Context: an optimization exercise on an open-source flow, tuned for small area, a short achievable clock period and few clock cycles. The choices shown serve that exercise and are no tape-out recipe. Where RTL was checked, it was by simulation tests only, not by an equivalence proof against the original. Power figures rest on the tool's default switching activity, not on a simulated workload.

==> v28: inputs <==
## pcf8583_rtc
module pcf8583_rtc (
    input  wire        clk,
    input  wire        rst,
    input  wire        scl_i,
    input  wire        sda_i,
    input  wire [39:0] host_now,
    input  wire [6:0]  host_cs,
    output wire        sda_o,
    output wire        busy
);
==> flow/config.mk <==
export PLATFORM = sky130hd
export DESIGN_NAME = pcf8583_rtc
export DESIGN_NICKNAME = pcf8583_rtc
export VERILOG_FILES = /design/flow/design.v
export SDC_FILE = /design/flow/constraint.sdc
export NUM_CORES = 4
export LEC_CHECK = 0
export CAP_MARGIN = 20
export CORE_MARGIN = 2
export CORE_UTILIZATION = 55
export CTS_CLUSTER_DIAMETER = 100
export CTS_CLUSTER_SIZE = 24
export SLEW_MARGIN = 20
==> flow/constraint.sdc <==
create_clock -name core_clock -period 20.0 [get_ports {clk}]
set_input_delay 4.0000 -clock core_clock [delete_from_list [all_inputs] [get_ports {clk}]]
set_output_delay 4.0000 -clock core_clock [all_outputs]
set_load 0.01 [all_outputs]
standard.sh (not shown) runs the stock make flow with config.mk's settings and CLKGATE_MAP_FILE= SYNTH_SCRIPT=/design/flow/synth_recipe.tcl, a recipe that flattens the netlist after the stock synthesis.
==> flow/flow/run.sh <==
#!/bin/bash
# The standard layout (the standard.sh: unchanged synthesis, floorplan,
# placement, clock tree and routing) with two changes to how it is made:
#  - the port buffers are buf_2 cells (every port still gets its own buffer);
#  - the timing repair steps are asked to leave a setup margin, so that the
#    design is optimised toward a clock period shorter than the
#    constraint's. The constraint file itself is not changed.
set -euo pipefail
export BUFFER_PORTS_ARGS="-buffer_cell sky130_fd_sc_hd__buf_2"
export SETUP_SLACK_MARGIN=14.8
bash standard.sh > standard.log 2>&1
==> v17 (differences from v28) <==
--- a/flow/design.v
+++ b/flow/design.v
@@ -94,81 +94,66 @@
         begin
             bcd7 = (v / 7'd10) * 8'd16 + {1'b0, v % 7'd10};
         end
     endfunction
     function [10:0] st675;
         input [9:0] r; input b;
-        reg ge;
-        reg [9:0] ra, rb;
+        reg [10:0] t;
+        reg [10:0] tm;
         begin
-            ge = (r > 10'd337) || ((r == 10'd337) && b);
-            ra = r - 10'd337;          
-            rb = r - 10'd338;        
-            if (!ge)   st675 = {1'b0, r[8:0], b};
-            else if (b) st675 = {1'b1, ra[8:0], 1'b0};
-            else        st675 = {1'b1, rb[8:0], 1'b1};
+            t = {r, b};
+            tm = t - 11'd675;
+            st675 = (t >= 11'd675) ? {1'b1, tm[9:0]} : {1'b0, t[9:0]};
         end
     endfunction
     function [18:0] st146097;
         input [17:0] r; input b;
-        reg ge;
-        reg [17:0] ra, rb;
+        reg [18:0] t;
+        reg [18:0] tm;
         begin
-            ge = (r > 18'd73048) || ((r == 18'd73048) && b);
-            ra = r - 18'd73048;          
-            rb = r - 18'd73049;        
-            if (!ge)   st146097 = {1'b0, r[16:0], b};
-            else if (b) st146097 = {1'b1, ra[16:0], 1'b0};
-            else        st146097 = {1'b1, rb[16:0], 1'b1};
+            t = {r, b};
+            tm = t - 19'd146097;
+            st146097 = (t >= 19'd146097) ? {1'b1, tm[17:0]} : {1'b0, t[17:0]};
         end
     endfunction
     function [2:0] st7;
         input [2:0] r; input b;
         reg [3:0] t;
         begin
             t = {r, b};
             st7 = (t >= 4'd7) ? t - 4'd7 : t[2:0];
         end
     endfunction
     function [11:0] st1461;
         input [10:0] r; input b;
-        reg ge;
-        reg [10:0] ra, rb;
+        reg [11:0] t;
+        reg [11:0] tm;
         begin
-            ge = (r > 11'd730) || ((r == 11'd730) && b);
-            ra = r - 11'd730;          
-            rb = r - 11'd731;        
-            if (!ge)   st1461 = {1'b0, r[9:0], b};
-            else if (b) st1461 = {1'b1, ra[9:0], 1'b0};
-            else        st1461 = {1'b1, rb[9:0], 1'b1};
+            t = {r, b};
+            tm = t - 12'd1461;
+            st1461 = (t >= 12'd1461) ? {1'b1, tm[10:0]} : {1'b0, t[10:0]};
         end
     endfunction
     function [8:0] st225;
         input [7:0] r; input b;
-        reg ge;
-        reg [7:0] ra, rb;
+        reg [8:0] t;
+        reg [8:0] tm;
         begin
-            ge = (r > 8'd112) || ((r == 8'd112) && b);
-            ra = r - 8'd112;          
-            rb = r - 8'd113;        
-            if (!ge)   st225 = {1'b0, r[6:0], b};
-            else if (b) st225 = {1'b1, ra[6:0], 1'b0};
-            else        st225 = {1'b1, rb[6:0], 1'b1};
+            t = {r, b};
+            tm = t - 9'd225;
+            st225 = (t >= 9'd225) ? {1'b1, tm[7:0]} : {1'b0, t[7:0]};
         end
     endfunction
     function [4:0] st15;
         input [3:0] r; input b;
-        reg ge;
-        reg [3:0] ra, rb;
+        reg [4:0] t;
+        reg [4:0] tm;
         begin
-            ge = (r > 4'd7) || ((r == 4'd7) && b);
-            ra = r - 4'd7;          
-            rb = r - 4'd8;        
-            if (!ge)   st15 = {1'b0, r[2:0], b};
-            else if (b) st15 = {1'b1, ra[2:0], 1'b0};
-            else        st15 = {1'b1, rb[2:0], 1'b1};
+            t = {r, b};
+            tm = t - 5'd15;
+            st15 = (t >= 5'd15) ? {1'b1, tm[3:0]} : {1'b0, t[3:0]};
         end
     endfunction
     function isleapv;
         input [7:0] v; input [1:0] c4;
         begin
             if (v[1:0] != 2'd0)      isleapv = 1'b0;
@@ -360,13 +345,13 @@
     endfunction
     reg [4:0]  eph;
     reg        ejob_w;        
     reg [2:0]  emode;
     reg [7:0]  wv;            
     reg [2:0]  wx;            
-    reg [3:0]  ecnt;
+    reg [4:0]  ecnt;
     reg        pend, pend_add;
     reg        snap_valid;
     reg [6:0]  cs_snap;
     reg [7:0]  ctrl;
     reg        halted, am_pm;
     reg [27:0] eq;            
@@ -603,38 +588,24 @@
         endcase
     end
     wire [4:0] w7s  = {2'd0, f_wd} + {2'd0, jy7} + {2'd0, cum7(mn, lpn)} +
                       5'd7 - {2'd0, cum7(f_mon, lp_y)};
     wire [2:0] wd1  = dr[4:0] % 5'd7;
     wire [11:0] dval = dp - {3'd0, dq} + dr;
-    reg  signed [2:0] bdig;       
-    reg  signed [2:0] bd_r;       
-    wire [3:0] ecnt_n = (eph == E_D2) ? ((emode == 3'd3) ? 4'd2 : (emode == 3'd4) ? 4'd5 : 4'd7)
-                                      : ecnt - 4'd1;
+    localparam [16:0] U86400 = 17'd86400;
+    localparam [16:0] U3600  = 17'd3600;
+    localparam [16:0] U60    = 17'd60;
+    reg        ubit, ulast;
     always @(*) begin
-        bdig = 3'sd0;
         case (emode)
-            3'd3: case (ecnt_n)       
-                      4'd3: bdig = 3'sd1;  4'd1: bdig = -3'sd1;  default: ;
-                  endcase
-            3'd4: case (ecnt_n)       
-                      4'd6: bdig = 3'sd1;  4'd4: bdig = -3'sd2;  4'd2: bdig = 3'sd1;
-                      default: ;
-                  endcase
-            default: case (ecnt_n)    
-                      4'd8, 4'd7, 4'd6: bdig = 3'sd1;
-                      4'd4: bdig = 3'sd2;  4'd3: bdig = -3'sd2;
-                      default: ;
-                  endcase
+            3'd2:    begin ubit = (ecnt == 5'd0); ulast = (ecnt == 5'd0);  end
+            3'd3:    begin ubit = U60[ecnt];      ulast = (ecnt == 5'd5);  end
+            3'd4:    begin ubit = U3600[ecnt];    ulast = (ecnt == 5'd11); end
+            default: begin ubit = U86400[ecnt];   ulast = (ecnt == 5'd16); end
         endcase
     end
-    wire [27:0] dx    = {{16{dp[11]}}, dp};
-    wire [27:0] bterm = (bd_r == 3'sd2 || bd_r == -3'sd2) ? {dx[26:0], 1'b0} :
-                        (bd_r == 3'sd0) ? 28'd0 : dx;
-    wire        bneg  = bd_r[2];
-    wire [27:0] mul_n = {eq[25:0], 2'b00} + (bterm ^ {28{bneg}}) + {27'd0, bneg};
     wire hn_hold = pend || (ev_start && wpre);
     always @(posedge clk)
         if (c_start || !hn_hold) hn_r <= host_now;
     always @(posedge clk) begin
         if (rst_r) begin
             scl_q    <= 1'b1;
@@ -672,14 +643,16 @@
             ev_ctrl  <= c_fall & w_ctrl;
             ev_halt  <= c_fall & w_ctrl & shifted[7] & !halted;
             ev_res   <= c_fall & w_ctrl & !shifted[7] & halted;
         end
     end
     always @(posedge clk) begin
-        if (rst || rst_r)
+        if (rst)
             busy_reg <= 1'b1;
+        else if (rst_r)
+            busy_reg <= 1'b0;
         else
             busy_reg <= (((ps == S_AR_ACK) || (ps == S_READ_ACK)) && !ld_ok) ||
                         ((ps == S_WRITE) && (bc == 3'd7) && (pw_valid || ev_ring ||
                          ((ptr[7:3] == 5'd0) && (ptr[2:0] != 3'd1) && (ptr[2:0] != 3'd7) &&
                           ejob_w && (eph != E_IDLE))));
     end
@@ -749,27 +722,27 @@
                 wx    <= wx_n;
                 emode <= ev_ptr[2:0];
             end
             if (div_load) begin
                 ejob_w <= ev_time;
                 eph    <= E_MAIN;
-                ecnt   <= 4'd0;
+                ecnt   <= 5'd0;
                 r1     <= {4'd0, sum[40:35]};
                 eq     <= sum[34:7];
                 low7   <= sum[6:0];
                 r2     <= 18'd0;
                 w7     <= 3'd0;
                 qb     <= 2'd0;
                 if (do_pstart) pend <= 1'b0;
             end else begin
                 case (eph)
                     E_MAIN: begin
                         r1 <= m_r1; eq <= m_eq; qb <= m_q;
                         r2 <= m_r2; w7 <= m_w7;
-                        ecnt <= ecnt + 4'd1;
-                        if (ecnt == 4'd13) eph <= E_P0;
+                        ecnt <= ecnt + 5'd1;
+                        if (ecnt == 5'd13) eph <= E_P0;
                     end
                     E_P0: begin
                         r2   <= m_r2; w7 <= m_w7;
                         qb   <= 2'b11;
                         r1   <= {h_r, low7[6:5]};
                         low7 <= {low7[4:0], 2'b00};
@@ -849,32 +822,22 @@
                     end
                     E_D1B: begin
                         if (emode == 3'd6) eq <= {16'd0, {9'd0, wx} - {9'd0, wd1}};
                         eph <= E_D2;
                     end
                     E_D2: begin
-                        r2 <= {6'd0, dval};
-                        eq <= {{16{dval[11]}}, dval};
-                        bd_r <= bdig;
-                        case (emode)
-                            3'd2:    begin ecnt <= 4'd0; eph <= E_COMMIT; end
-                            3'd3:    begin ecnt <= 4'd2; eph <= E_MUL; end
-                            3'd4:    begin ecnt <= 4'd5; eph <= E_MUL; end
-                            default: begin ecnt <= 4'd7; eph <= E_MUL; end
-                        endcase
-                    end
-                    E_MUL: begin
-                        eq   <= mul_n;
-                        bd_r <= bdig;
-                        ecnt <= ecnt - 4'd1;
-                        if (ecnt == 4'd0) eph <= E_COMMIT;
+                        eq   <= {{16{dval[11]}}, dval};
+                        ecnt <= 5'd0;
+                        eph  <= E_COMMIT;
                     end
                     E_COMMIT: begin
                         if (do_commit) begin
-                            tb  <= sum;
-                            eph <= pend ? E_PSTART : E_IDLE;
+                            if (ubit) tb <= sum;
+                            eq   <= {eq[26:0], 1'b0};
+                            ecnt <= ecnt + 5'd1;
+                            if (ulast) eph <= pend ? E_PSTART : E_IDLE;
                         end
                     end
                     default: ;
                 endcase
             end
         end
==> v24 (differences from v28) <==
--- a/flow/design.v
+++ b/flow/design.v
@@ -209,25 +209,26 @@
                 4'd10: c = 3'd0; 4'd11: c = 3'd3; default: c = 3'd5;
             endcase
             if (m >= 4'd3 && lp) c = (c == 3'd6) ? 3'd0 : c + 3'd1;
             cum7 = c;
         end
     endfunction
-    reg [39:0] hn_r;          
+    reg [39:0] hn_r;
     reg        rst_r;
     always @(posedge clk) begin
+        hn_r  <= host_now;
         rst_r <= rst;
     end
     reg        scl_q, sda_q;
     reg [3:0]  ps;
     reg [2:0]  bc;
     reg [7:0]  sh;
     reg [7:0]  ptr;
     reg        sda_reg, busy_reg;
     reg        ev_start, ev_ring, ev_time, ev_ctrl, ev_halt, ev_res;
-    wire [7:0] ev_data = sh;             
+    reg [7:0]  ev_data;
     wire [7:0] ev_ptr = ptr - 8'd1;      
     reg [7:0]  nb;
     reg        nb_rdy;
     assign sda_o = sda_reg;
     assign busy  = busy_reg;
     wire op_ok    = !busy_reg;
@@ -382,13 +383,13 @@
     reg [5:0]  f_sc, f_mi;
     reg [4:0]  f_hr, f_dom;
     reg [3:0]  f_mon;
     reg [6:0]  f_w;           
     reg [1:0]  f_c4;          
     reg [2:0]  f_wd;
-    reg [40:0] tb;
+    reg [40:0] offK, latchK;
     wire [7:0] tgt   = (ps == S_READ || ps == S_READ_ACK) ? ptr_inc : ptr;
     wire [7:0] tidx  = {tgt[7:3] - 5'd1, tgt[2:0]};
     reg  [7:0] tgt_r, ts_r;
     wire       tring_r = (tgt_r[7:3] != 5'd0);
     wire       thit  = (ts_r[3:0] == 4'd0);
     wire [7:0] tapv  = tap_src[8*ts_r[7:4] +: 8];
@@ -421,22 +422,31 @@
     wire       tsnap_r = (tgt_r[2:0] >= 3'd2) && (tgt_r[2:0] <= 3'd6);
     wire ld_ok = nb_rdy && (tgt == tgt_r) && !((tgt[7:3] != 5'd0) && pconf);
     wire wpre     = ejob_w && (eph != E_IDLE) && (eph != E_PSTART);
     wire proc_add = ev_halt | ev_res | ev_start | ev_time;
     wire do_commit = (eph == E_COMMIT) && !proc_add;
     wire do_pstart = (eph == E_PSTART) && !proc_add;
+    reg        add_lat;       
     reg [1:0]  add_bs;        
     always @(*) begin
-        if (ev_halt)                     add_bs = 2'd1;
-        else if (ev_res)                 add_bs = 2'd2;
-        else if (ev_start || ev_time)    add_bs = halted ? 2'd0 : 2'd1;
-        else if (eph == E_COMMIT)        add_bs = 2'd3;
-        else                             add_bs = pend_add ? 2'd1 : 2'd0;
+        if (ev_halt) begin
+            add_lat = 1'b0; add_bs = 2'd1;
+        end else if (ev_res) begin
+            add_lat = 1'b1; add_bs = 2'd2;
+        end else if (ev_start || ev_time) begin
+            add_lat = halted;
+            add_bs  = halted ? 2'd0 : 2'd1;
+        end else if (eph == E_COMMIT) begin
+            add_lat = halted; add_bs = 2'd3;
+        end else begin
+            add_lat = 1'b1;
+            add_bs  = pend_add ? 2'd3 : 2'd0;
+        end
     end
     wire [40:0] hn_x  = {hn_r[39], hn_r};
-    wire [40:0] add_a = tb;
+    wire [40:0] add_a = add_lat ? latchK : offK;
     wire [40:0] add_b = (add_bs == 2'd1) ? hn_x :
                         (add_bs == 2'd2) ? ~hn_x :
                         (add_bs == 2'd3) ? {{13{eq[27]}}, eq} : 41'd0;
     wire [40:0] sum   = add_a + add_b + {40'd0, (add_bs == 2'd2)};
     wire start_direct = ev_start && !wpre;
     wire div_load = start_direct || ev_time || do_pstart;
@@ -629,15 +639,12 @@
     end
     wire [27:0] dx    = {{16{dp[11]}}, dp};
     wire [27:0] bterm = (bd_r == 3'sd2 || bd_r == -3'sd2) ? {dx[26:0], 1'b0} :
                         (bd_r == 3'sd0) ? 28'd0 : dx;
     wire        bneg  = bd_r[2];
     wire [27:0] mul_n = {eq[25:0], 2'b00} + (bterm ^ {28{bneg}}) + {27'd0, bneg};
-    wire hn_hold = pend || (ev_start && wpre);
-    always @(posedge clk)
-        if (c_start || !hn_hold) hn_r <= host_now;
     always @(posedge clk) begin
         if (rst_r) begin
             scl_q    <= 1'b1;
             sda_q    <= 1'b1;
             ps       <= S_IDLE;
             ptr      <= 8'd0;
@@ -670,12 +677,13 @@
             ev_ring  <= c_fall & w_ring;
             ev_time  <= c_fall & w_time;
             ev_ctrl  <= c_fall & w_ctrl;
             ev_halt  <= c_fall & w_ctrl & shifted[7] & !halted;
             ev_res   <= c_fall & w_ctrl & !shifted[7] & halted;
         end
+        ev_data <= shifted;
     end
     always @(posedge clk) begin
         if (rst || rst_r)
             busy_reg <= 1'b1;
         else
             busy_reg <= (((ps == S_AR_ACK) || (ps == S_READ_ACK)) && !ld_ok) ||
@@ -692,29 +700,29 @@
         pre_ext <= ext8;
         pre_bcd <= (tgt[2:0] != 3'd0) && (tgt[2:0] != 3'd7);
         if (rst_r) begin
             ctrl       <= 8'd0;
             halted     <= 1'b0;
             am_pm      <= 1'b0;
-            tb         <= KOFF;
+            offK       <= KOFF;
             rc         <= 8'd0;
             clr_cnt    <= 5'd16;
             pw_valid   <= 1'b0;
             nb_rdy     <= 1'b0;
             eph        <= E_IDLE;
             ejob_w     <= 1'b0;
             pend       <= 1'b0;
             snap_valid <= 1'b0;
         end else begin
             if (ev_ctrl) ctrl <= ev_data;
             if (ev_halt) begin
-                tb     <= sum;
+                latchK <= sum;
                 halted <= 1'b1;
             end
             if (ev_res) begin
-                tb     <= sum;
+                offK   <= sum;
                 halted <= 1'b0;
             end
             if (ev_time && ev_ptr[2:0] == 3'd4) am_pm <= ev_data[7];
             if (clr) clr_cnt <= clr_cnt - 5'd1;
             if (ev_ring) begin
                 pw_valid <= 1'b1;
@@ -736,12 +744,13 @@
             end
             if (ev_start) begin
                 snap_valid <= 1'b0;
                 if (wpre) begin
                     pend     <= 1'b1;
                     pend_add <= !halted;
+                    if (!halted) latchK <= sum;
                 end else begin
                     pend <= 1'b0;
                 end
             end
             if (ev_time) begin
                 snap_valid <= 1'b0;
@@ -867,13 +876,14 @@
                         bd_r <= bdig;
                         ecnt <= ecnt - 4'd1;
                         if (ecnt == 4'd0) eph <= E_COMMIT;
                     end
                     E_COMMIT: begin
                         if (do_commit) begin
-                            tb  <= sum;
+                            if (halted) latchK <= sum;
+                            else        offK   <= sum;
                             eph <= pend ? E_PSTART : E_IDLE;
                         end
                     end
                     default: ;
                 endcase
             end
CORE_UTILIZATION = 30   (was 55)
CTS_CLUSTER_DIAMETER = unset   (was 100)
CTS_CLUSTER_SIZE = unset   (was 24)
==> results.txt <==
| quantity | v28 | v24 | v17 |
|---|---|---|---|
| Status | no timing/DRC/antenna violations | no timing/DRC/antenna violations | no timing/DRC/antenna violations |
| Switch share | 21.02% | 32.00% | 31.79% |
| CTS HTree Levels | 3 | 4 | 3 |
| Hold endpoint | ring[9] | ring[1932] | ring[1910] |
| Clock Sinks | 2,360 | 2,408 | 2,358 |
| Reg2Reg Capture Point | r2[6] | r1[4] | eq[4] |
| Number of fillers in the final layout | 10,960 | 24,340 | 10,560 |
| Initial cell density of the core | 55.54% | 30.19% | 55.56% |
| Number of inverters outside the clock class in the layout | 218 | 222 | 202 |
| Net switching component of the power | 1.565 mW | 4.139 mW | 3.251 mW |
| Floorplan die area | 138,100 sq um | 257,000 sq um | 134,200 sq um |
| Clk power | 2.43 mW | 4.33 mW | 2.46 mW |
| Power in combinational cells | 0.222 mW | 3.35 mW | 2.57 mW |
| Share of the clock period used by the worst path | 26.15% | 27.31% | 25.84% |
| Diodes inserted | 3 | 1 | 0 |
Testbench counts of v28, summed over its fixed seeds: cycles 117,868.
For v17 and v24, only the layout was checked, not whether the RTL still works.

-- separate check: timing with driven ports --
Ports are ideal in the flow. The routed layouts listed here were re-timed in OpenROAD. Step 1 (the two cells are an assumption about what drives the block):
set clk [get_ports {clk}]
set_driving_cell -lib_cell sky130_fd_sc_hd__clkbuf_16 $clk
set_driving_cell -lib_cell sky130_fd_sc_hd__buf_2 [delete_from_list [all_inputs] $clk]
Step 2, shift: input delay + t, output delay - t, t = (earliest + latest rising clock arrival at the registers) / 2. This alone moves slack from input paths to output paths. Slacks: ideal / step 1 / step 2; pairs: ideal / step 1.
| run | shift t [ns] | slack for setup (ns) | hold slack, ns | latest minus earliest clock arrival (ns) | slew at the worst register clock pin (ns) |
|---|---|---|---|---|---|
| v28 | 0.811 | 14.771 / 14.698 / 14.346 | 0.269 / 0.269 / 0.269 | 0.093 / 0.093 | 0.11 / 0.11 |
| v17 | 0.812 | 14.833 / 14.756 / 14.193 | 0.305 / 0.305 / 0.305 | 0.076 / 0.076 | 0.11 / 0.11 |
| v24 | 0.935 | 14.539 / 14.441 / 14.236 | 0.255 / 0.255 / 0.255 | 0.104 / 0.104 | 0.08 / 0.08 |
After both steps every run listed still meets setup and hold. The setup slack of v17, which loses most, moves by -0.077 ns with the drivers and by -0.640 ns with both steps.
